Background: an optimization exercise with open tools, aiming at small area. Do not read the settings as production practice. No activity file was given, so power comes from the tool's default toggle rates.

==> run Z <==
Design bjt_cpu, start of the top module:
module bjt_cpu (
    input  wire        clk,
    input  wire        rst,         
    output wire [15:0] rom_addr,
    input  wire [7:0]  rom_rdata,
    output wire [15:0] ram_addr,
    output wire [7:0]  ram_wdata,
    output reg         ram_we,
    input  wire [7:0]  ram_rdata,
    output wire        halted,
    input  wire [4:0]  dbg_sel,
    output wire [7:0]  dbg_data
);
    reg [15:0] pc;           
    reg [7:0]  ir;           
    reg [7:0]  t;            
    reg [5:0]  st;
    reg        pcall;        
    reg [7:0]  ra, rb, rc, rsp, rbp, rbnk, radr;
    reg        fz, fc, fo, fn;
    localparam [5:0]
        S_F0  = 6'd0,
        S_N1  = 6'd1,    
        S_I1  = 6'd2,    
        S_D1  = 6'd3,    
        S_S1  = 6'd4,    
        S_S2  = 6'd5,
        S_U1  = 6'd6,    
        S_U2  = 6'd7,
        S_U3  = 6'd8,
        S_O1  = 6'd9,    
        S_O2  = 6'd10,
        S_O3  = 6'd11,
        S_O4  = 6'd12,
        S_A1  = 6'd13,   
        S_A2  = 6'd14,   
        S_A3  = 6'd15,   
        S_A4  = 6'd16,   
        S_K1  = 6'd17,   
        S_K2  = 6'd18,   
        S_X3  = 6'd19,   
        S_Y3  = 6'd20,   
        S_J1  = 6'd21,   
        S_J2  = 6'd22,
        S_C1  = 6'd23,   
        S_P0  = 6'd24,   
        S_L1  = 6'd25,
        S_L2  = 6'd26,
        S_L3  = 6'd27,
        S_L4  = 6'd28,
        S_L5  = 6'd29,
        S_L6  = 6'd30,
        S_L7  = 6'd31,
        S_R1  = 6'd32,   
        S_R2  = 6'd33,
        S_R3  = 6'd34,
        S_R4  = 6'd35,
        S_R5  = 6'd36,
        S_R6  = 6'd37,
        S_R3B = 6'd38,
        S_R4B = 6'd39,
        S_HLT = 6'd63;
    localparam [4:0]
        X_RSP  = 5'h0A,
        X_RBP  = 5'h0B,
        X_RBNK = 5'h0E,
        X_RADR = 5'h0F,
        X_FLG  = 5'h10,
        X_RETH = 5'h11,
        X_RETL = 5'h12,
        X_ROM  = 5'h13,
        X_RAM  = 5'h14;
    assign halted = (st == S_HLT);
    wire [3:0] fam = ir[7:4];
    localparam [1:0] XS_K = 2'd0, XS_A = 2'd1, XS_B = 2'd2, XS_D = 2'd3;
    reg  [1:0] xs;           
    reg  [4:0] xk;           
    reg        use_t, bx, inv;
    reg  [1:0] cs;           
    reg        t_we, res_nand;
  ...
export LEC_CHECK = 0
export CAP_MARGIN = 20
export CORE_MARGIN = 2
export CORE_UTILIZATION = 40
export GPL_TIMING_DRIVEN = 0
export SLEW_MARGIN = 20
create_clock -name core_clock -period 7.0 [get_ports {clk}]
standard.sh (not shown) runs the stock make flow with config.mk's settings and CLKGATE_MAP_FILE= SYNTH_SCRIPT=/design/flow/synth_recipe.tcl, a recipe that flattens the netlist after the stock synthesis.
==> flow/flow/run.sh <==
#!/bin/bash
# Standard layout, with smaller port buffers and no CTS dummy loads.
set -euo pipefail
export BUFFER_PORTS_ARGS="-buffer_cell sky130_fd_sc_hd__buf_1"
export CTS_ARGS="-sink_clustering_enable -repair_clock_nets -dont_use_dummy_load"
bash standard.sh > standard.log 2>&1
==> run K: changes against run Z <==
--- a/flow/design.v
+++ b/flow/design.v
@@ -263,23 +263,17 @@
             w_en = 1'b1; ws = 2'd2; nst = S_R6;
         end
         S_R6: begin
             use_t = 1'b1; bx = 1'b0; w_en = 1'b1; ws = 2'd1;
         end
         default: nst = S_HLT;                         
         endcase
     end
-    wire [15:0] pc_cy;
-    assign pc_cy[0] = 1'b1;
-    genvar gi;
-    generate for (gi = 1; gi < 16; gi = gi + 1) begin : g_inc
-        assign pc_cy[gi] = pc_cy[gi-1] & pc[gi-1];
-    end endgenerate
-    wire [15:0] pc_nx = pc ^ pc_cy;
+    wire [15:0] pc_nx = pc + 16'd1;
     reg [4:0] xidx;
     always @(*) begin
         if (halted)
             xidx = dbg_sel;
         else case (xs)
             XS_A:    xidx = {1'b0, rom_rdata[7:4]};
             XS_B:    xidx = {1'b0, rom_rdata[3:0]};
             XS_D:    xidx = {1'b0, ir[3:0]};
==> flow/run.sh (new file) <==
#!/bin/bash
# synth_recipe.tcl (not shown) runs the flow's synth.tcl, then flattens the netlist and writes it again
# the make line also repeats each setting of config.mk as NAME=value (left out here)
make -C /OpenROAD-flow-scripts/flow DESIGN_CONFIG=/design/flow/config.mk WORK_HOME=/design/flow/orfs CLKGATE_MAP_FILE= SYNTH_SCRIPT=/design/flow/synth_recipe.tcl finish
Settings changed: GPL_TIMING_DRIVEN 0 to not set.
removed: flow/flow/run.sh
removed: flow/standard.sh
==> comparison table <==
metric                                                                           run Z        run K
Sequential group share of total power                                            24.8%        24.4%
Portion of the clock cycle consumed by the worst path in the final layout        94.2%        88.1%
Post-placement worst setup slack                                             -0.415 ns     0.743 ns
Mean cell area of the mapped netlist                                          8.75 µm²     8.52 µm²
Metal-1 WL                                                                    12100 µm     12300 µm
Leakage power                                                                  2.99 nW      3.25 nW
Cell area after synthesis                                                  0.00747 mm²  0.00765 mm²
Worst min-delay path startpoint                                                  pc[7]           fn
Synth Area in Simple Gates                                                       24.8%        22.0%
Worst setup margin                                                            0.408 ns     0.835 ns
Compound-gate portion of the synthesized area                                    22.1%        25.1%
Critical path data required time                                               7.09 ns      7.21 ns
Number of cells in the design after placement                                     1153         1178
Final-stage net count                                                              984          989
Relative area change from synthesis to final layout                              11.1%        17.7%
Status                                                        timing/DRC/antenna clean  timing/DRC/antenna clean
Count of routing violations after the opening detailed-route iteration             958          791
Fraction of synthesized cell area in xor and xnor cells                          2.46%        3.89%
Multiplexer area fraction after synthesis                                        5.07%        6.05%
Post-Synthesis Cells                                                               854          898
Power density cells                                                         610 mW/mm²   625 mW/mm²
Critical path buffer and inverter count                                              2            1
Finished Layout Cells                                                             1164         1194
Post-DP Area                                                               0.00802 mm²  0.00869 mm²
Total wire length                                                             28600 µm     27900 µm
No run of this note included a check of the RTL's function; only the layout flow was run.

re-timing with driven ports:
How much do the figures lean on ideal ports? The routed layouts below were timed once more, with nothing changed but the port constraints. Step 1: set_driving_cell puts a clkbuf_16 on clk and a buf_2 on each other input, an assumption about the parent block. Step 2 times the ports against the registers' clock, not the clock port: input delays grow and output delays shrink by t, the midpoint of the rising clock arrivals with the driver on. Slacks: ideal ports / drivers / drivers and shift; pairs: ideal ports / drivers.
run | t, ns | slack for setup (ns) | worst slew at a driven data input, ns
run Z | 0.389 | 0.408 / 0.421 / 0.032 | 0.04
run K | 0.399 | 0.835 / 0.835 / 0.632 | 0.03
After both steps setup and hold are still met in every run listed. For run Z, which loses most, drivers alone change the setup slack by +0.013 ns; drivers and shift together by -0.376 ns.
